This is an optimization exercise on Yosys and OpenROAD, whose aim is small area, a short achievable clock period and few clock cycles per item, not a production implementation.
The RTL was checked by simulation tests, not by an equivalence proof against the original design.

[design/flow/constraint.sdc]
create_clock -name core_clock -period 32.0 [get_ports {clk}]
set_input_delay 6.4000 -clock core_clock [delete_from_list [all_inputs] [get_ports {clk}]]
set_output_delay 6.4000 -clock core_clock [all_outputs]
set_load 0.01 [all_outputs]
[design/flow/design.v]
module zig_tables (
    input  wire [6:0]  idx,
    output reg  [63:0] w_out,
    output reg  [31:0] k_out,
    output reg  [63:0] f_out
);
    always @(*) begin
        case (idx)
            7'd0: begin w_out = 64'h3e8db4668fe7e4a4; k_out = 32'h00ed5a44; f_out = 64'h3ff0000000000000; end
            7'd1: begin w_out = 64'h3e516db47e193e1a; k_out = 32'h00000000; f_out = 64'h3feed5cf060d53bb; end
            7'd2: begin w_out = 64'h3e573949184db9df; k_out = 32'h00c01e36; f_out = 64'h3fedf6071934c096; end
            7'd3: begin w_out = 64'h3e5b4c8fece48e83; k_out = 32'h00d9c88f; f_out = 64'h3fed37a74ffb7e3f; end
            7'd4: begin w_out = 64'h3e5e8e576e43fbef; k_out = 32'h00e4b68d; f_out = 64'h3fec8d923f9e066e; end
            7'd5: begin w_out = 64'h3e60a936da5e55ad; k_out = 32'h00eac00a; f_out = 64'h3febf19b6810e602; end
            7'd6: begin w_out = 64'h3e61e0ce6b5969b3; k_out = 32'h00ee9243; f_out = 64'h3feb6042cf903cb5; end
            7'd7: begin w_out = 64'h3e62f98d6bb4f41f; k_out = 32'h00f1344b; f_out = 64'h3fead750b7255a18; end
            7'd8: begin w_out = 64'h3e63fabee1911cd7; k_out = 32'h00f3208b; f_out = 64'h3fea55418110d29f; end
            7'd9: begin w_out = 64'h3e64e94c08c0bab7; k_out = 32'h00f4979c; f_out = 64'h3fe9d8fdfaec7bea; end
            7'd10: begin w_out = 64'h3e65c8afdbf0217b; k_out = 32'h00f5bec5; f_out = 64'h3fe961b4c1afe57a; end
            7'd11: begin w_out = 64'h3e669b7b213f3f69; k_out = 32'h00f6ad05; f_out = 64'h3fe8eec3c5bbfb34; end
            7'd12: begin w_out = 64'h3e6763a1600eec74; k_out = 32'h00f77151; f_out = 64'h3fe87faa61a739e6; end
            7'd13: begin w_out = 64'h3e6822a858af0e7d; k_out = 32'h00f815ce; f_out = 64'h3fe814005219cc6e; end
            7'd14: begin w_out = 64'h3e68d9c6a9d35e3d; k_out = 32'h00f8a199; f_out = 64'h3fe7ab6f9c656c14; end
            7'd15: begin w_out = 64'h3e6989f85c753b2c; k_out = 32'h00f919d8; f_out = 64'h3fe745b04d027f1c; end
            7'd16: begin w_out = 64'h3e6a340d1baf5b18; k_out = 32'h00f98259; f_out = 64'h3fe6e2856a006c14; end
            7'd17: begin w_out = 64'h3e6ad8b2506a137c; k_out = 32'h00f9ddfd; f_out = 64'h3fe681bab4ebdc18; end
            7'd18: begin w_out = 64'h3e6b787a7c516f3b; k_out = 32'h00fa2efc; f_out = 64'h3fe62322fc593a59; end
            7'd19: begin w_out = 64'h3e6c13e2b014e85c; k_out = 32'h00fa7711; f_out = 64'h3fe5c696d348e881; end
            7'd20: begin w_out = 64'h3e6cab56ac6a38d3; k_out = 32'h00fab79c; f_out = 64'h3fe56bf39249a236; end
            7'd21: begin w_out = 64'h3e6d3f340dda611c; k_out = 32'h00faf1ba; f_out = 64'h3fe5131a8efe6179; end
            7'd22: begin w_out = 64'h3e6dcfccc51c59f0; k_out = 32'h00fb2651; f_out = 64'h3fe4bbf07c6c217d; end
            7'd23: begin w_out = 64'h3e6e5d6909f51b6a; k_out = 32'h00fb561c; f_out = 64'h3fe4665cea500fb2; end
            7'd24: begin w_out = 64'h3e6ee848e956826f; k_out = 32'h00fb81ba; f_out = 64'h3fe41249dc646445; end
            7'd25: begin w_out = 64'h3e6f70a5866c8f46; k_out = 32'h00fba9ad; f_out = 64'h3fe3bfa374538788; end
            7'd26: begin w_out = 64'h3e6ff6b21fffe31a; k_out = 32'h00fbce63; f_out = 64'h3fe36e57aa698262; end
            7'd27: begin w_out = 64'h3e703d4e7391c5b7; k_out = 32'h00fbf039; f_out = 64'h3fe31e5612065cfc; end
            7'd28: begin w_out = 64'h3e707e47d87a40f6; k_out = 32'h00fc0f81; f_out = 64'h3fe2cf8fa78591b5; end
            7'd29: begin w_out = 64'h3e70be58456ff4ae; k_out = 32'h00fc2c7d; f_out = 64'h3fe281f6a5d2446a; end
            7'd30: begin w_out = 64'h3e70fd911b97f236; k_out = 32'h00fc476b; f_out = 64'h3fe2357e62428f89; end
            7'd31: begin w_out = 64'h3e713c024b2c7ec6; k_out = 32'h00fc607b; f_out = 64'h3fe1ea1b2d9efcb5; end
            7'd32: begin w_out = 64'h3e7179ba80463fec; k_out = 32'h00fc77dd; f_out = 64'h3fe19fc239747fab; end
            7'd33: begin w_out = 64'h3e71b6c7492c9735; k_out = 32'h00fc8db6; f_out = 64'h3fe1566980fb8bac; end
            7'd34: begin w_out = 64'h3e71f335374a10f8; k_out = 32'h00fca22a; f_out = 64'h3fe10e07b5015e52; end
            7'd35: begin w_out = 64'h3e722f0ffbaa1e55; k_out = 32'h00fcb557; f_out = 64'h3fe0c6942a5bbca5; end
            7'd36: begin w_out = 64'h3e726a627fb9d120; k_out = 32'h00fcc757; f_out = 64'h3fe08006ca84dde0; end
            7'd37: begin w_out = 64'h3e72a536fae30e33; k_out = 32'h00fcd844; f_out = 64'h3fe03a58060e667c; end
            7'd38: begin w_out = 64'h3e72df97057e7efb; k_out = 32'h00fce832; f_out = 64'h3fdfeb0191503b06; end
            7'd39: begin w_out = 64'h3e73198ba982d911; k_out = 32'h00fcf734; f_out = 64'h3fdf62f4dd04549d; end
            7'd40: begin w_out = 64'h3e73531d7146a43e; k_out = 32'h00fd055b; f_out = 64'h3fdedc7d75b77106; end
            7'd41: begin w_out = 64'h3e738c54749b9033; k_out = 32'h00fd12b8; f_out = 64'h3fde578f9f2c936c; end
            7'd42: begin w_out = 64'h3e73c538647ef792; k_out = 32'h00fd1f58; f_out = 64'h3fddd4204b58297e; end
            7'd43: begin w_out = 64'h3e73fdd09591d2a4; k_out = 32'h00fd2b47; f_out = 64'h3fdd52250cd9b948; end
            7'd44: begin w_out = 64'h3e7436240982ad9d; k_out = 32'h00fd3692; f_out = 64'h3fdcd1940ad1b140; end
            7'd45: begin w_out = 64'h3e746e39778de063; k_out = 32'h00fd4141; f_out = 64'h3fdc5263f5e989c0; end
            7'd46: begin w_out = 64'h3e74a617543306cc; k_out = 32'h00fd4b60; f_out = 64'h3fdbd48bfe6a41df; end
            7'd47: begin w_out = 64'h3e74ddc3d83a5b84; k_out = 32'h00fd54f5; f_out = 64'h3fdb5803cb422f1d; end
            7'd48: begin w_out = 64'h3e7515450720f455; k_out = 32'h00fd5e09; f_out = 64'h3fdadcc371df4166; end
            7'd49: begin w_out = 64'h3e754ca0b4ffd349; k_out = 32'h00fd66a4; f_out = 64'h3fda62c36ec664da; end
            7'd50: begin w_out = 64'h3e7583dc8bff3219; k_out = 32'h00fd6ecb; f_out = 64'h3fd9e9fc9ed3ad0a; end
            7'd51: begin w_out = 64'h3e75bafe11654817; k_out = 32'h00fd7684; f_out = 64'h3fd97268391186b6; end
            7'd52: begin w_out = 64'h3e75f20aaa4dfc1a; k_out = 32'h00fd7dd5; f_out = 64'h3fd8fbffc917614c; end
            7'd53: begin w_out = 64'h3e762907a0176ebf; k_out = 32'h00fd84c4; f_out = 64'h3fd886bd29e22628; end
            7'd54: begin w_out = 64'h3e765ffa248e016d; k_out = 32'h00fd8b53; f_out = 64'h3fd8129a811a7651; end
            7'd55: begin w_out = 64'h3e7696e755e16b84; k_out = 32'h00fd9188; f_out = 64'h3fd79f923abe1175; end
            7'd56: begin w_out = 64'h3e76cdd4426b88a5; k_out = 32'h00fd9766; f_out = 64'h3fd72d9f05230366; end
            7'd57: begin w_out = 64'h3e7704c5ec50cb81; k_out = 32'h00fd9cf1; f_out = 64'h3fd6bcbbcd4c4723; end
            7'd58: begin w_out = 64'h3e773bc14d01a2c9; k_out = 32'h00fda22c; f_out = 64'h3fd64ce3bb887d89; end
            7'd59: begin w_out = 64'h3e7772cb58a39dd6; k_out = 32'h00fda71a; f_out = 64'h3fd5de12305426e6; end
            7'd60: begin w_out = 64'h3e77a9e90168b8ee; k_out = 32'h00fdabbe; f_out = 64'h3fd57042c17986d6; end
            7'd61: begin w_out = 64'h3e77e11f3adaeb92; k_out = 32'h00fdb019; f_out = 64'h3fd503713768fb3f; end
            7'd62: begin w_out = 64'h3e781872fd21db73; k_out = 32'h00fdb42e; f_out = 64'h3fd497998ac51ea1; end
            7'd63: begin w_out = 64'h3e784fe9484873b9; k_out = 32'h00fdb800; f_out = 64'h3fd42cb7e21e8c52; end
            7'd64: begin w_out = 64'h3e788787278810a6; k_out = 32'h00fdbb8f; f_out = 64'h3fd3c2c88fdb8dd0; end
            7'd65: begin w_out = 64'h3e78bf51b49ef337; k_out = 32'h00fdbedd; f_out = 64'h3fd359c810485cb7; end
            7'd66: begin w_out = 64'h3e78f74e1b37c6b8; k_out = 32'h00fdc1ec; f_out = 64'h3fd2f1b307ccfe9a; end
            7'd67: begin w_out = 64'h3e792f819c682bf5; k_out = 32'h00fdc4bd; f_out = 64'h3fd28a864146107e; end
            7'd68: begin w_out = 64'h3e7967f1924c7b06; k_out = 32'h00fdc751; f_out = 64'h3fd2243eac7e2068; end
            7'd69: begin w_out = 64'h3e79a0a373c73f21; k_out = 32'h00fdc9a8; f_out = 64'h3fd1bed95cc5751f; end
            7'd70: begin w_out = 64'h3e79d99cd86b58b4; k_out = 32'h00fdcbc4; f_out = 64'h3fd15a5387a66034; end
            7'd71: begin w_out = 64'h3e7a12e37c983369; k_out = 32'h00fdcda5; f_out = 64'h3fd0f6aa83b46cf7; end
            7'd72: begin w_out = 64'h3e7a4c7d45d01a31; k_out = 32'h00fdcf4c; f_out = 64'h3fd093dbc774f1a0; end
            7'd73: begin w_out = 64'h3e7a867047516e4f; k_out = 32'h00fdd0b8; f_out = 64'h3fd031e4e85fb6a1; end
            7'd74: begin w_out = 64'h3e7ac0c2c6fc6382; k_out = 32'h00fdd1e9; f_out = 64'h3fcfa18733ed2789; end
            7'd75: begin w_out = 64'h3e7afb7b428fe7a1; k_out = 32'h00fdd2e0; f_out = 64'h3fcee0eb59e61862; end
            7'd76: begin w_out = 64'h3e7b36a075498d64; k_out = 32'h00fdd39c; f_out = 64'h3fce21f21d12332e; end
            7'd77: begin w_out = 64'h3e7b72395df5b73b; k_out = 32'h00fdd41d; f_out = 64'h3fcd64978f7cf9d6; end
            7'd78: begin w_out = 64'h3e7bae4d457ee119; k_out = 32'h00fdd462; f_out = 64'h3fcca8d7f9ac2021; end
            7'd79: begin w_out = 64'h3e7beae3c60cd0e4; k_out = 32'h00fdd46a; f_out = 64'h3fcbeeafd99d710f; end
            7'd80: begin w_out = 64'h3e7c2804d2c6b16f; k_out = 32'h00fdd435; f_out = 64'h3fcb361be1eb801c; end
            7'd81: begin w_out = 64'h3e7c65b8c04dbac2; k_out = 32'h00fdd3c0; f_out = 64'h3fca7f18f918fb5c; end
            7'd82: begin w_out = 64'h3e7ca4084e091e34; k_out = 32'h00fdd30c; f_out = 64'h3fc9c9a43902c0f3; end
            7'd83: begin w_out = 64'h3e7ce2fcb05f8c34; k_out = 32'h00fdd215; f_out = 64'h3fc915baee792bf0; end
            7'd84: begin w_out = 64'h3e7d229f9bfeefdb; k_out = 32'h00fdd0da; f_out = 64'h3fc8635a99016373; end
            7'd85: begin w_out = 64'h3e7d62fb52580b86; k_out = 32'h00fdcf58; f_out = 64'h3fc7b280eabfd4b9; end
            7'd86: begin w_out = 64'h3e7da41aaf79a344; k_out = 32'h00fdcd8e; f_out = 64'h3fc7032bc88d676a; end
            7'd87: begin w_out = 64'h3e7de609397e09b9; k_out = 32'h00fdcb79; f_out = 64'h3fc655594a396d54; end
            7'd88: begin w_out = 64'h3e7e28d331c6723c; k_out = 32'h00fdc914; f_out = 64'h3fc5a907baface5f; end
            7'd89: begin w_out = 64'h3e7e6c85a849b015; k_out = 32'h00fdc65d; f_out = 64'h3fc4fe359a138234; end
            7'd90: begin w_out = 64'h3e7eb12e91486bbc; k_out = 32'h00fdc350; f_out = 64'h3fc454e19baa0e72; end
            7'd91: begin w_out = 64'h3e7ef6dcddc7d392; k_out = 32'h00fdbfe8; f_out = 64'h3fc3ad0aa9dd7fa4; end
            7'd92: begin w_out = 64'h3e7f3da097460823; k_out = 32'h00fdbc1f; f_out = 64'h3fc306afe6193144; end
            7'd93: begin w_out = 64'h3e7f858aff31cbf0; k_out = 32'h00fdb7f1; f_out = 64'h3fc261d0aaaebe72; end
            7'd94: begin w_out = 64'h3e7fceaeb2ca5f17; k_out = 32'h00fdb357; f_out = 64'h3fc1be6c8cbda96f; end
            7'd95: begin w_out = 64'h3e800c8fea1720d4; k_out = 32'h00fdae49; f_out = 64'h3fc11c835e71b728; end
            7'd96: begin w_out = 64'h3e80327a1cc4cf5e; k_out = 32'h00fda8bf; f_out = 64'h3fc07c1531a2b49b; end
            7'd97: begin w_out = 64'h3e805921d1c4d769; k_out = 32'h00fda2b0; f_out = 64'h3fbfba44b5c4de8b; end
            7'd98: begin w_out = 64'h3e808093fe3e40e1; k_out = 32'h00fd9c12; f_out = 64'h3fbe7f56ea105fbc; end
            7'd99: begin w_out = 64'h3e80a8ded0ec371a; k_out = 32'h00fd94d9; f_out = 64'h3fbd4762ca983a5a; end
            7'd100: begin w_out = 64'h3e80d211dd28b00f; k_out = 32'h00fd8cf7; f_out = 64'h3fbc126ac011775f; end
            7'd101: begin w_out = 64'h3e80fc3e4d95f278; k_out = 32'h00fd845d; f_out = 64'h3fbae071dc7af28f; end
            7'd102: begin w_out = 64'h3e812777201834f3; k_out = 32'h00fd7afa; f_out = 64'h3fb9b17be7e63eeb; end
            7'd103: begin w_out = 64'h3e8153d16d45743d; k_out = 32'h00fd70b8; f_out = 64'h3fb8858d6f54ff30; end
            7'd104: begin w_out = 64'h3e818164be0c1c39; k_out = 32'h00fd6580; f_out = 64'h3fb75cabd60e5dbb; end
            7'd105: begin w_out = 64'h3e81b04b731f6bcc; k_out = 32'h00fd5938; f_out = 64'h3fb636dd69e8c211; end
            7'd106: begin w_out = 64'h3e81e0a342cf08f6; k_out = 32'h00fd4bbe; f_out = 64'h3fb514297b239a5b; end
            7'd107: begin w_out = 64'h3e82128dd36bdf09; k_out = 32'h00fd3ced; f_out = 64'h3fb3f4987896ad6a; end
            7'd108: begin w_out = 64'h3e8246317a6b53c0; k_out = 32'h00fd2c98; f_out = 64'h3fb2d8341133a33b; end
            7'd109: begin w_out = 64'h3e827bba2b5dbc92; k_out = 32'h00fd1a89; f_out = 64'h3fb1bf075c20a9fe; end
            7'd110: begin w_out = 64'h3e82b35aa5ebee3e; k_out = 32'h00fd0680; f_out = 64'h3fb0a91f09183c33; end
            7'd111: begin w_out = 64'h3e82ed4df8099571; k_out = 32'h00fcf02e; f_out = 64'h3faf2d13368bd127; end
            7'd112: begin w_out = 64'h3e8329d9725e32f7; k_out = 32'h00fcd732; f_out = 64'h3fad0eaf63395868; end
            7'd113: begin w_out = 64'h3e83694f3a3740d9; k_out = 32'h00fcbb14; f_out = 64'h3faaf738c17a5016; end
            7'd114: begin w_out = 64'h3e83ac11b8e206d6; k_out = 32'h00fc9b3b; f_out = 64'h3fa8e6db483bc1bb; end
            7'd115: begin w_out = 64'h3e83f29848d3b416; k_out = 32'h00fc76e6; f_out = 64'h3fa6ddc9dd1fe248; end
            7'd116: begin w_out = 64'h3e843d75b60bca1d; k_out = 32'h00fc4d18; f_out = 64'h3fa4dc3fcbd99702; end
            7'd117: begin w_out = 64'h3e848d61806d6010; k_out = 32'h00fc1c7f; f_out = 64'h3fa2e282b724adac; end
            7'd118: begin w_out = 64'h3e84e3456b0e3a1b; k_out = 32'h00fbe354; f_out = 64'h3fa0f0e539c89b76; end
            7'd119: begin w_out = 64'h3e854052012a04a4; k_out = 32'h00fb9f18; f_out = 64'h3f9e0f951d57e236; end
            7'd120: begin w_out = 64'h3e85a61edf7e8f32; k_out = 32'h00fb4c34; f_out = 64'h3f9a4f57a25d9cbd; end
            7'd121: begin w_out = 64'h3e8616dff7c8f54a; k_out = 32'h00fae541; f_out = 64'h3f96a23fa9d5f276; end
            7'd122: begin w_out = 64'h3e8695c2be68edc9; k_out = 32'h00fa61c1; f_out = 64'h3f9309cee4e09981; end
            7'd123: begin w_out = 64'h3e87279dd4ac3f9d; k_out = 32'h00f9b369; f_out = 64'h3f8f100847645165; end
            7'd124: begin w_out = 64'h3e87d45eb36eb842; k_out = 32'h00f8c01e; f_out = 64'h3f883f4bed19339a; end
            7'd125: begin w_out = 64'h3e88aa73e440ffbc; k_out = 32'h00f75217; f_out = 64'h3f81a9b6b3fc1937; end
            7'd126: begin w_out = 64'h3e89c8e0c7c8098f; k_out = 32'h00f4e442; f_out = 64'h3f76ba8b0ffb627e; end
            7'd127: begin w_out = 64'h3e8b8a7c476d2be8; k_out = 32'h00efacc9; f_out = 64'h3f65de9e33726f20; end
            default: begin w_out = 64'h0; k_out = 32'h0; f_out = 64'h0; end
        endcase
    end
endmodule
module fp64_mul (
    input  wire [63:0] a,
    input  wire [63:0] b,
    output reg  [63:0] y
);
    wire        sa = a[63];
    wire        sb = b[63];
    wire [10:0] ea = a[62:52];
    wire [10:0] eb = b[62:52];
    wire [51:0] fa = a[51:0];
    wire [51:0] fb = b[51:0];
    wire        sy = sa ^ sb;
    wire a_nan  = (ea == 11'h7FF) && (fa != 0);
    wire b_nan  = (eb == 11'h7FF) && (fb != 0);
    wire a_inf  = (ea == 11'h7FF) && (fa == 0);
    wire b_inf  = (eb == 11'h7FF) && (fb == 0);
    wire a_zero = (ea == 0) && (fa == 0);
    wire b_zero = (eb == 0) && (fb == 0);
    wire [52:0] ma = {(ea != 0), fa};
    wire [52:0] mb = {(eb != 0), fb};
    wire [11:0] ea_e = (ea == 0) ? 12'd1 : {1'b0, ea};
    wire [11:0] eb_e = (eb == 0) ? 12'd1 : {1'b0, eb};
    wire [105:0] prod = ma * mb;
    integer        i;
    reg  [6:0]     lz;
    reg  [105:0]   pn;         
    reg  signed [13:0] e;      
    reg  [6:0]     rs;         
    reg  [105:0]   ps;
    reg            sticky_lost;
    reg  [52:0]    mant;
    reg            g, s;
    reg  [10:0]    efield;
    reg  [62:0]    mag;
    reg            inc;
    always @(*) begin
        lz = 7'd0;
        for (i = 0; i <= 105; i = i + 1)
            if (prod[i]) lz = 7'd105 - i[6:0];
        pn = prod << lz;
        e  = $signed({2'b00, ea_e}) + $signed({2'b00, eb_e}) - 14'sd1022 - $signed({7'b0, lz});
        if (e < 1) begin
            if (e < -14'sd120) rs = 7'd121;
            else               rs = 7'd1 - e[6:0];
        end else begin
            rs = 7'd0;
        end
        ps          = pn >> rs;
        sticky_lost = ((pn & ~({106{1'b1}} << rs)) != 0);
        mant   = ps[105:53];
        g      = ps[52];
        s      = (ps[51:0] != 0) | sticky_lost;
        efield = (e < 1) ? 11'd0 : e[10:0];
        inc    = g & (s | mant[0]);
        mag    = {efield, mant[51:0]} + {62'd0, inc};
        if (a_nan || b_nan || (a_inf && b_zero) || (b_inf && a_zero))
            y = 64'h7FF8000000000000;
        else if (a_inf || b_inf)
            y = {sy, 11'h7FF, 52'd0};
        else if (a_zero || b_zero)
            y = {sy, 63'd0};
        else if (e > 14'sd2046 || mag[62:52] == 11'h7FF)
            y = {sy, 11'h7FF, 52'd0};
        else
            y = {sy, mag};
    end
endmodule
module fp64_add (
    input  wire [63:0] a,
    input  wire [63:0] b_in,
    input  wire        sub,
    output reg  [63:0] y
);
    wire [63:0] b = {b_in[63] ^ sub, b_in[62:0]};
    wire a_nan = (a[62:52] == 11'h7FF) && (a[51:0] != 0);
    wire b_nan = (b[62:52] == 11'h7FF) && (b[51:0] != 0);
    wire a_inf = (a[62:52] == 11'h7FF) && (a[51:0] == 0);
    wire b_inf = (b[62:52] == 11'h7FF) && (b[51:0] == 0);
    wire        swap = (b[62:0] > a[62:0]);
    wire [63:0] x = swap ? b : a;
    wire [63:0] z = swap ? a : b;
    wire        sx = x[63];
    wire        sz = z[63];
    wire [11:0] ex = (x[62:52] == 0) ? 12'd1 : {1'b0, x[62:52]};
    wire [11:0] ez = (z[62:52] == 0) ? 12'd1 : {1'b0, z[62:52]};
    wire [52:0] mx = {(x[62:52] != 0), x[51:0]};
    wire [52:0] mz = {(z[62:52] != 0), z[51:0]};
    wire [11:0] d  = ex - ez;
    integer      i;
    reg [56:0]   xa, za, zs, sum;
    reg          zst;
    reg [5:0]    lz;
    reg [11:0]   lim;
    reg [5:0]    sh;
    reg [56:0]   sn;
    reg [11:0]   e;
    reg [52:0]   mant;
    reg          g, s, inc;
    reg [10:0]   efield;
    reg [62:0]   mag;
    always @(*) begin
        xa = {1'b0, mx, 3'b000};
        za = {1'b0, mz, 3'b000};
        if (d > 12'd56) begin
            zs  = 57'd0;
            zst = (mz != 0);
        end else begin
            zs  = za >> d;
            zst = ((za & ~({57{1'b1}} << d)) != 0);
        end
        zs[0] = zs[0] | zst;
        if (sx == sz) sum = xa + zs;
        else          sum = xa - zs;
        if (sum[56]) begin
            sn = {1'b0, sum[56:2], sum[1] | sum[0]};
            e  = ex + 12'd1;
        end else begin
            lz = 6'd0;
            for (i = 0; i <= 55; i = i + 1)
                if (sum[i]) lz = 6'd55 - i[5:0];
            lim = ex - 12'd1;
            sh  = ({6'd0, lz} > lim) ? lim[5:0] : lz;
            sn  = sum << sh;
            e   = ex - {6'd0, sh};
        end
        mant   = sn[55:3];
        g      = sn[2];
        s      = sn[1] | sn[0];
        efield = sn[55] ? e[10:0] : 11'd0;
        inc    = g & (s | mant[0]);
        mag    = {efield, mant[51:0]} + {62'd0, inc};
        if (a_nan || b_nan || (a_inf && b_inf && (a[63] != b[63])))
            y = 64'h7FF8000000000000;
        else if (a_inf)
            y = a;
        else if (b_inf)
            y = b;
        else if (sum == 57'd0)
            y = {(sx & sz), 63'd0};
        else if (e > 12'd2046 || mag[62:52] == 11'h7FF)
            y = {sx, 11'h7FF, 52'd0};
        else
            y = {sx, mag};
    end
endmodule
module uniform_sampler_control_adapter (
    input  wire        ureq_valid,
    output wire        ureq_ready,
    input  wire [1:0]  ureq_kind,       
    input  wire [31:0] ureq_seed,
    output wire        ursp_valid,
    output wire [63:0] ursp_data,
    output wire        us_next32_req,
    input  wire        us_next32_ack,
    input  wire [31:0] us_next32_data,
    output wire        us_unit_req,
    input  wire        us_unit_ack,
    input  wire [63:0] us_unit_data,
    output wire        us_seed_req,
    input  wire        us_seed_ack,
    output wire [31:0] us_seed_val
);
    assign us_next32_req = ureq_valid && (ureq_kind == 2'd0);
    assign us_unit_req   = ureq_valid && (ureq_kind == 2'd1);
    assign us_seed_req   = ureq_valid && (ureq_kind == 2'd2);
    assign us_seed_val   = ureq_seed;
    assign ureq_ready = (us_next32_req && us_next32_ack) ||
                        (us_unit_req   && us_unit_ack)   ||
                        (us_seed_req   && us_seed_ack);
    assign ursp_valid = (us_next32_req && us_next32_ack) || (us_unit_req && us_unit_ack);
    assign ursp_data  = us_unit_req ? us_unit_data : {32'd0, us_next32_data};
endmodule
module ziggurat_rejection_engine #(
    parameter [31:0] RESET_SEED = 32'h5EED0001
) (
    input  wire        clk,
    input  wire        rst,
    input  wire        cmd_valid,
    output wire        cmd_ready,
    input  wire [32:0] cmd_word,
    output wire        res_valid,
    input  wire        res_ready,
    output wire [63:0] res_data,
    output wire        busy,
    output wire        fault,
    output wire [1:0]  fault_code,
    output reg         ureq_valid,
    input  wire        ureq_ready,
    output reg  [1:0]  ureq_kind,
    output reg  [31:0] ureq_seed,
    input  wire        ursp_valid,
    input  wire [63:0] ursp_data,
    output wire        icdf_req_valid,
    input  wire        icdf_req_ready,
    output wire [63:0] icdf_req_arg,
    input  wire        icdf_rsp_valid,
    output wire        icdf_rsp_ready,
    input  wire [63:0] icdf_rsp_val,
    output wire        exp_req_valid,
    input  wire        exp_req_ready,
    output wire [63:0] exp_req_arg,
    input  wire        exp_rsp_valid,
    output wire        exp_rsp_ready,
    input  wire [63:0] exp_rsp_val
);
    localparam [63:0] P_CONST   = 64'h3F32E0BF9C1E1FB4;    
    localparam [63:0] Q_CONST   = 64'h3FEFFDA3E80C7C3C;    
    localparam [63:0] ONE       = 64'h3FF0000000000000;
    localparam [63:0] MINUS_HALF = 64'hBFE0000000000000;
    localparam [4:0] S_INIT      = 5'd0,
                     S_IDLE      = 5'd1,
                     S_REQ_R     = 5'd2,
                     S_CALC_X    = 5'd3,
                     S_REQ_U     = 5'd4,
                     S_W_D       = 5'd5,
                     S_W_DU      = 5'd6,
                     S_W_Y       = 5'd7,
                     S_W_T1      = 5'd8,
                     S_W_T       = 5'd9,
                     S_REQ_EXP   = 5'd10,
                     S_WAIT_EXP  = 5'd11,
                     S_T_A1      = 5'd12,
                     S_T_A2      = 5'd13,
                     S_T_ARG     = 5'd14,
                     S_REQ_ICDF  = 5'd15,
                     S_WAIT_ICDF = 5'd16,
                     S_RESULT    = 5'd17,
                     S_REQ_SEED  = 5'd18;
    reg [4:0]  st;
    reg [31:0] r;         
    reg [63:0] u;         
    reg [63:0] x;         
    reg [63:0] acc;       
    reg [63:0] yv;        
    reg [63:0] res;
    reg [31:0] seedreg;
    wire        s_bit   = r[0];
    wire [6:0]  idx     = r[7:1];
    wire [23:0] j       = r[31:8];
    wire        is_base = (idx == 7'd0);
    wire [63:0] w_i, f_i, f_im1;
    wire [31:0] k_i;
    wire [63:0] unused_w;
    wire [31:0] unused_k;
    zig_tables u_tab      (.idx(idx),         .w_out(w_i),      .k_out(k_i),      .f_out(f_i));
    zig_tables u_tab_prev (.idx(idx - 7'd1),  .w_out(unused_w), .k_out(unused_k), .f_out(f_im1));
    wire lt   = ({8'd0, j} < k_i);
    wire fast = !is_base && lt;
    integer    n;
    reg [4:0]  jl;
    reg [63:0] j_f64;
    reg [52:0] j_sh;
    always @(*) begin
        jl = 5'd0;
        for (n = 0; n < 24; n = n + 1)
            if (j[n]) jl = n[4:0];
        j_sh  = {29'd0, j} << (6'd52 - {1'b0, jl});
        j_f64 = (j == 24'd0) ? 64'd0 : {1'b0, 11'd1023 + {6'd0, jl}, j_sh[51:0]};
    end
    reg  [63:0] mul_a, mul_b, add_a, add_b;
    reg         add_sub;
    wire [63:0] mul_y, add_y;
    fp64_mul u_mul (.a(mul_a), .b(mul_b), .y(mul_y));
    fp64_add u_add (.a(add_a), .b_in(add_b), .sub(add_sub), .y(add_y));
    always @(*) begin
        mul_a   = 64'd0;
        mul_b   = 64'd0;
        add_a   = 64'd0;
        add_b   = 64'd0;
        add_sub = 1'b0;
        case (st)
            S_CALC_X: begin mul_a = j_f64;      mul_b = w_i;    end
            S_W_D:    begin add_a = f_im1;      add_b = f_i;    add_sub = 1'b1; end
            S_W_DU:   begin mul_a = acc;        mul_b = u;      end
            S_W_Y:    begin add_a = acc;        add_b = f_i;    end
            S_W_T1:   begin mul_a = MINUS_HALF; mul_b = x;      end
            S_W_T:    begin mul_a = acc;        mul_b = x;      end
            S_T_A1:   begin mul_a = P_CONST;    mul_b = u;      end
            S_T_A2:   begin add_a = acc;        add_b = Q_CONST; end
            S_T_ARG:  begin add_a = ONE;        add_b = acc;    add_sub = 1'b1; end
            default: ;
        endcase
    end
    function automatic flt(input [63:0] a, input [63:0] b);
        reg a_nan, b_nan, both_zero;
        begin
            a_nan     = (a[62:52] == 11'h7FF) && (a[51:0] != 0);
            b_nan     = (b[62:52] == 11'h7FF) && (b[51:0] != 0);
            both_zero = (a[62:0] == 0) && (b[62:0] == 0);
            if (a_nan || b_nan || both_zero)
                flt = 1'b0;
            else if (a[63] != b[63])
                flt = a[63];
            else if (!a[63])
                flt = (a[62:0] < b[62:0]);
            else
                flt = (a[62:0] > b[62:0]);
        end
    endfunction
    always @(*) begin
        ureq_valid = 1'b0;
        ureq_kind  = 2'd0;
        ureq_seed  = 32'd0;
        case (st)
            S_INIT:     begin ureq_valid = 1'b1; ureq_kind = 2'd2; ureq_seed = RESET_SEED; end
            S_REQ_SEED: begin ureq_valid = 1'b1; ureq_kind = 2'd2; ureq_seed = seedreg;    end
            S_REQ_R:    begin ureq_valid = 1'b1; ureq_kind = 2'd0; end
            S_REQ_U:    begin ureq_valid = 1'b1; ureq_kind = 2'd1; end
            default: ;
        endcase
    end
    assign cmd_ready      = (st == S_IDLE);
    assign res_valid      = (st == S_RESULT);
    assign res_data       = res;
    assign busy           = (st != S_IDLE);
    assign fault          = 1'b0;
    assign fault_code     = 2'd0;
    assign icdf_req_valid = (st == S_REQ_ICDF);
    assign icdf_req_arg   = acc;
    assign icdf_rsp_ready = (st == S_WAIT_ICDF);
    assign exp_req_valid  = (st == S_REQ_EXP);
    assign exp_req_arg    = acc;
    assign exp_rsp_ready  = (st == S_WAIT_EXP);
    always @(posedge clk) begin
        if (rst) begin
            st <= S_INIT;
        end else begin
            case (st)
                S_INIT:
                    if (ureq_ready) st <= S_IDLE;
                S_IDLE:
                    if (cmd_valid) begin
                        if (cmd_word[32]) begin
                            seedreg <= cmd_word[31:0];
                            st      <= S_REQ_SEED;
                        end else begin
                            st <= S_REQ_R;
                        end
                    end
                S_REQ_SEED:
                    if (ureq_ready) st <= S_IDLE;
                S_REQ_R:
                    if (ursp_valid) begin
                        r  <= ursp_data[31:0];
                        st <= S_CALC_X;
                    end
                S_CALC_X: begin
                    x <= {mul_y[63] ^ s_bit, mul_y[62:0]};
                    if (fast) begin
                        res <= {mul_y[63] ^ s_bit, mul_y[62:0]};
                        st  <= S_RESULT;
                    end else begin
                        st <= S_REQ_U;
                    end
                end
                S_REQ_U:
                    if (ursp_valid) begin
                        u  <= ursp_data;
                        st <= is_base ? S_T_A1 : S_W_D;
                    end
                S_W_D:  begin acc <= add_y; st <= S_W_DU; end
                S_W_DU: begin acc <= mul_y; st <= S_W_Y;  end
                S_W_Y:  begin yv  <= add_y; st <= S_W_T1; end
                S_W_T1: begin acc <= mul_y; st <= S_W_T;  end
                S_W_T:  begin acc <= mul_y; st <= S_REQ_EXP; end
                S_REQ_EXP:
                    if (exp_req_ready) st <= S_WAIT_EXP;
                S_WAIT_EXP:
                    if (exp_rsp_valid) begin
                        if (flt(yv, exp_rsp_val)) begin
                            res <= x;
                            st  <= S_RESULT;
                        end else begin
                            st <= S_REQ_R;
                        end
                    end
                S_T_A1:  begin acc <= mul_y; st <= S_T_A2;  end
                S_T_A2:  begin acc <= add_y; st <= S_T_ARG; end
                S_T_ARG: begin acc <= add_y; st <= S_REQ_ICDF; end
                S_REQ_ICDF:
                    if (icdf_req_ready) st <= S_WAIT_ICDF;
                S_WAIT_ICDF:
                    if (icdf_rsp_valid) begin
                        res <= {icdf_rsp_val[63] ^ s_bit, icdf_rsp_val[62:0]};
                        st  <= S_RESULT;
                    end
                S_RESULT:
                    if (res_ready) st <= S_IDLE;
                default:
                    st <= S_INIT;
            endcase
        end
    end
endmodule
module ziggurat_sampler (
    input  wire        clk,
    input  wire        rst,
    input  wire        cmd_valid,
    output wire        cmd_ready,
    input  wire [32:0] cmd_word,
    output wire        res_valid,
    input  wire        res_ready,
    output wire [63:0] res_data,
    output wire        busy,
    output wire        fault,
    output wire [1:0]  fault_code,
    output wire        us_next32_req,
    input  wire        us_next32_ack,
    input  wire [31:0] us_next32_data,
    output wire        us_unit_req,
    input  wire        us_unit_ack,
    input  wire [63:0] us_unit_data,
    output wire        us_seed_req,
    input  wire        us_seed_ack,
    output wire [31:0] us_seed_val,
    output wire        icdf_req_valid,
    input  wire        icdf_req_ready,
    output wire [63:0] icdf_req_arg,
    input  wire        icdf_rsp_valid,
    output wire        icdf_rsp_ready,
    input  wire [63:0] icdf_rsp_val,
    output wire        exp_req_valid,
    input  wire        exp_req_ready,
    output wire [63:0] exp_req_arg,
    input  wire        exp_rsp_valid,
    output wire        exp_rsp_ready,
    input  wire [63:0] exp_rsp_val
);
    wire        ureq_valid, ureq_ready, ursp_valid;
    wire [1:0]  ureq_kind;
    wire [31:0] ureq_seed;
    wire [63:0] ursp_data;
    ziggurat_rejection_engine u_engine (
        .clk(clk), .rst(rst),
        .cmd_valid(cmd_valid), .cmd_ready(cmd_ready), .cmd_word(cmd_word),
        .res_valid(res_valid), .res_ready(res_ready), .res_data(res_data),
        .busy(busy), .fault(fault), .fault_code(fault_code),
        .ureq_valid(ureq_valid), .ureq_ready(ureq_ready), .ureq_kind(ureq_kind), .ureq_seed(ureq_seed),
        .ursp_valid(ursp_valid), .ursp_data(ursp_data),
        .icdf_req_valid(icdf_req_valid), .icdf_req_ready(icdf_req_ready), .icdf_req_arg(icdf_req_arg),
        .icdf_rsp_valid(icdf_rsp_valid), .icdf_rsp_ready(icdf_rsp_ready), .icdf_rsp_val(icdf_rsp_val),
        .exp_req_valid(exp_req_valid), .exp_req_ready(exp_req_ready), .exp_req_arg(exp_req_arg),
        .exp_rsp_valid(exp_rsp_valid), .exp_rsp_ready(exp_rsp_ready), .exp_rsp_val(exp_rsp_val)
    );
    uniform_sampler_control_adapter u_adapter (
        .ureq_valid(ureq_valid), .ureq_ready(ureq_ready), .ureq_kind(ureq_kind), .ureq_seed(ureq_seed),
        .ursp_valid(ursp_valid), .ursp_data(ursp_data),
        .us_next32_req(us_next32_req), .us_next32_ack(us_next32_ack), .us_next32_data(us_next32_data),
        .us_unit_req(us_unit_req), .us_unit_ack(us_unit_ack), .us_unit_data(us_unit_data),
        .us_seed_req(us_seed_req), .us_seed_ack(us_seed_ack), .us_seed_val(us_seed_val)
    );
endmodule
[design/flow/config.mk]
export PLATFORM = sky130hd
export DESIGN_NAME = ziggurat_sampler
export DESIGN_NICKNAME = ziggurat_sampler
export VERILOG_FILES = /design/flow/design.v
export SDC_FILE = /design/flow/constraint.sdc
export NUM_CORES = 4
export LEC_CHECK = 0
export CAP_MARGIN = 40
export CORE_MARGIN = 2
export CORE_UTILIZATION = 18
export PLACE_DENSITY = 0.28
export SLEW_MARGIN = 40
export SYNTH_MEMORY_MAX_BITS = 65536
[design/flow/run.sh]
#!/bin/bash
# synth_recipe.tcl (not shown) runs the flow's synth.tcl, then flattens the netlist and writes it again
# the make line also repeats each setting of config.mk as NAME=value (left out here)
make -C /OpenROAD-flow-scripts/flow DESIGN_CONFIG=/design/flow/config.mk WORK_HOME=/design/flow/orfs CLKGATE_MAP_FILE= SYNTH_SCRIPT=/design/flow/synth_recipe.tcl finish
==> notes.md <==
## critical path: cells and delay by family (launching register included)
family	cells	cell delay, ns
AOI/OAI and AO/OA	46	11.78
xor gates and xnor gates	2	0.83
adders and majority gates	7	2.94
buffers and inverters	19	4.57
DFF	1	0.35
and+or+nand+nor	28	8.53
## synth_stat cells, types with 241 or more instances
cell type and count:
a211oi_1 341, fa_1 2607, o211ai_1 276, nor3_1 633, a21oi_1 1588, buf_2 241
o21ai_0 1265, o22ai_1 261, a31oi_1 288, nand3_1 602, inv_1 2730, clkbuf_1 1533
nor4_1 272, edfxtp_1 384, nand2_1 1781, nand2b_1 350, nor2_1 4202, nand4_1 255
ha_1 845, mux2i_1 278
## final cells by class
cell class | instances | area, um^2 | area share, %
Multi-Input combinational cell | 20000 | 161000 | 70.1
Clock buffer | 86 | 1860 | 0.810
Sequential cell | 524 | 14300 | 6.23
Timing Repair Buffer | 2758 | 23600 | 10.2
Tap cell | 14000 | 17500 | 7.62
Clock inverter | 47 | 622 | 0.270
Antenna cell | 208 | 520 | 0.226
Inverter | 2746 | 10300 | 4.48
## kinds of logic after synthesis
| kind of cell | Yosys count | share of synthesized area (%) |
|---|---|---|
| flops | 524 | 7.54 |
| buf+inv | 4799 | 9.92 |
| mux | 373 | 2.18 |
| other cells | 1 | 0.00197 |
| compound gates | 6681 | 24.0 |
| simple gates | 9165 | 21.9 |
| xor+xnor | 305 | 1.42 |
| fa+ha+maj | 3453 | 33.0 |
## registers in the layout, summed over array words and instances, names as in the netlist
| name | count |
|---|---|
| u_engine.r | 32 |
| u_engine.w_i | 56 |
| u_engine.seedreg | 32 |
| u_engine.u | 64 |
| u_engine.st | 5 |
| u_engine.f_i | 56 |
| u_engine.k_i | 23 |
| u_engine.res | 64 |
| u_engine.yv | 64 |
| u_engine.acc | 64 |
| u_engine.x | 64 |
## placed cells by master, fill, tap and decap left out, types with 501 or more instances in the layout
| cell | synthesis | layout |
|---|---|---|
| inv_1 | 2730 | 2722 |
| nor2_1 | 4202 | 4081 |
| nand3_1 | 602 | 598 |
| clkdlybuf4s50_1 | 0 | 501 |
| a21oi_1 | 1588 | 1519 |
| nor3_1 | 633 | 597 |
| nand2_1 | 1781 | 1735 |
| o21ai_0 | 1265 | 1179 |
| ha_1 | 845 | 831 |
| buf_4 | 111 | 2092 |
| fa_1 | 2607 | 2606 |
## routing by layer
metal | part of all wire (%) | vias to the layer above
li1 | - | 89700
met2 | 41 | 12600
met4 | 5.6 | 70
met1 | 46 | 119000
met3 | 8.3 | 2342
met5 | 0.026 | -
## stage by stage
stage | cells | instance area, um^2
2_1_floorplan | 25300 | 190000
3_3_place_gp | 40000 | 225000
3_5_place_dp | 40000 | 227000
4_1_cts | 40200 | 229000
5_1_grt | 40300 | 230000
6_report | 40400 | 230000
## worst max path at each step
stage                        from          endpoint  slack [ns]  cells past startpoint
global placement    u_engine.r[2]  u_engine.acc[54]        2.55                    105
finish              u_engine.r[2]  u_engine.acc[38]        2.48                    102
CTS                 u_engine.r[2]  u_engine.acc[38]        2.97                    104
detailed placement  u_engine.r[2]  u_engine.acc[38]        3.13                    104
floorplan           u_engine.r[1]   u_engine.yv[10]        7.19                    123
global route        u_engine.r[2]  u_engine.acc[38]        1.35                    104
==> impl_metrics.py <==
metrics = {
    "outcome": {
        "status": "complete, no violations",
    },
    "sta": {
        "grt_setup_unrepaired": "false",
        "relSlewSlack_pct": 24.4,
        "finalHoldViolCount": 0,
        "worst_pin_slew_ns": 1.13,
        "fmax_mhz": 33.9,
        "drv_slew": 0,
        "min_period_over_period_pct": 92.2,
        "min_period_ns": 29.52,
        "clock-skew-final_ns": 0.0711,
        "fin_tns_setup_ns": 0,
        "holdWs_ns": 0.615,
        "setup_viol_count_final": 0,
        "layout_setup_ws_ns": 2.48,
    },
    "setup_path": {
        "critPathArrivalTime_ns": 29.94,
        "critical_path.max_fanout": 49,
        "rr_startpoint": "u_engine.r[2]",
        "critPathSlowestCell": "ha_4",
        "cp_common_cell": "buf_4",
        "r2r_slack_ns": 2.48,
        "critical_path_class": "flop to flop",
        "r2r_end": "u_engine.acc[38]",
        "max_stage_delay_ns": 0.86,
        "ff2ff_path_depth": 102,
        "worstPathRequired_ns": 32.43,
        "cp-start-kind": "flop",
        "end_kind": "flop",
    },
    "grt": {
        "first_global_vias": 219000,
        "use_met2_pct": 46.1,
        "grt_pass1_wl_um": 2310000,
        "antenna_found_initial": 291,
        "busiest_layer": "met2",
        "gr-usage-met3_pct": 7.36,
        "overflow": 0,
        "grtUsageTotal_pct": 32.3,
        "met1_usage_pct": 45.6,
        "grt_max_degree": 133,
    },
    "synth": {
        "yosys-top-cells-area": "fa_1 (27%), nor2_1 (8.3%), edfxtp_1 (6.1%)",
        "yosysSeqAreaShare_pct": 7.54,
        "syn_area_mm2": 0.190,
        "ys_ff_latch": 524,
        "ys_types": 152,
        "synth-main-ff-cell": "edfxtp_1",
        "synth_edf_count": 384,
        "yosys_warnings": 4,
        "synth_top_area_cell": "fa_1",
        "synth_top_area_share_pct": 27.5,
        "synth_area_per_cell_um2": 7.51,
        "async_reset_ff_share_pct": 0,
        "synthCells": 25300,
    },
    "floorplanning": {
        "die-area_mm2": 1.06,
        "ios": 505,
        "initial_core_util_pct": 18.0,
        "core-area_mm2": 1.05,
        "die_h_um": 1030,
        "row_count": 377,
        "die_w_um": 1030,
    },
    "place": {
        "gp_congestion": 1.05,
        "dp.final_hpwl_um": 1440000,
        "io_buffers": 501,
        "place_ws_ns": 3.13,
    },
    "flow_run": {
        "maxCapViolCount": 0,
    },
    "finish": {
        "final.fill_count": 118000,
        "area_delta_synth_final_pct": 21.1,
        "drive_gt1_share_pct": 13.6,
        "finish.utilization_pct": 21.9,
        "layout.nets": 29800,
    },
    "clock_network": {
        "cts_setup_buffers": 0,
        "cts_sinks": 524,
        "clk_pin_slew_ns": 0.06,
        "clockBufferDepth": 3,
        "cts_tree": "built",
        "numCtsBuffers": 72,
        "cts_hold_buffers": 0,
        "insertion_delay_ns": 0.74,
        "cts_resized": 0,
        "cts_max_level": 3,
        "cts_root_buf": "clkbuf_16",
    },
    "drt": {
        "routed_wirelength_um": 1780000,
        "wire_per_inst_um": 44.1,
        "vias": 223000,
        "first_pass_iters": 8,
        "ant_nets": 0,
        "dr.first_iter.drc_count": 30100,
        "vias_per_cell": 5.53,
        "drc": 0,
    },
    "min_path": {
        "worstHoldStart": "u_engine.x[54]",
        "min_to": "u_engine.res[54]",
        "hp-class": "flop to flop",
        "whs_path_depth": 1,
    },
}
Testbench counts, summed over its fixed seeds: cycles 68,726, items 15,992.

## re-timing with driven ports
In the flow no input, the clock included, has a driving cell. The finished layout below was timed again as built, in two steps. Step 1 (the two cells are an assumption about what drives the block):
set clk [get_ports {clk}]
set_driving_cell -lib_cell sky130_fd_sc_hd__clkbuf_16 $clk
set_driving_cell -lib_cell sky130_fd_sc_hd__buf_2 [delete_from_list [all_inputs] $clk]
Step 2, shift: input delay + t, output delay - t, t = (earliest + latest rising clock arrival at the registers) / 2. This alone moves slack from input paths to output paths. a / b / c = ideal ports / drivers / drivers and shift; a / b = the first two.
shift t [ns]: 0.815
setup WS [ns]: 2.484 / 2.484 / 2.484
hold slack, ns: 0.615 / 0.615 / 0.615
clock arrival spread, ns: 0.071 / 0.071
After both steps setup and hold are still met in this run. The setup slack of this run moves by 0.000 ns with the drivers and by 0.000 ns with both steps.
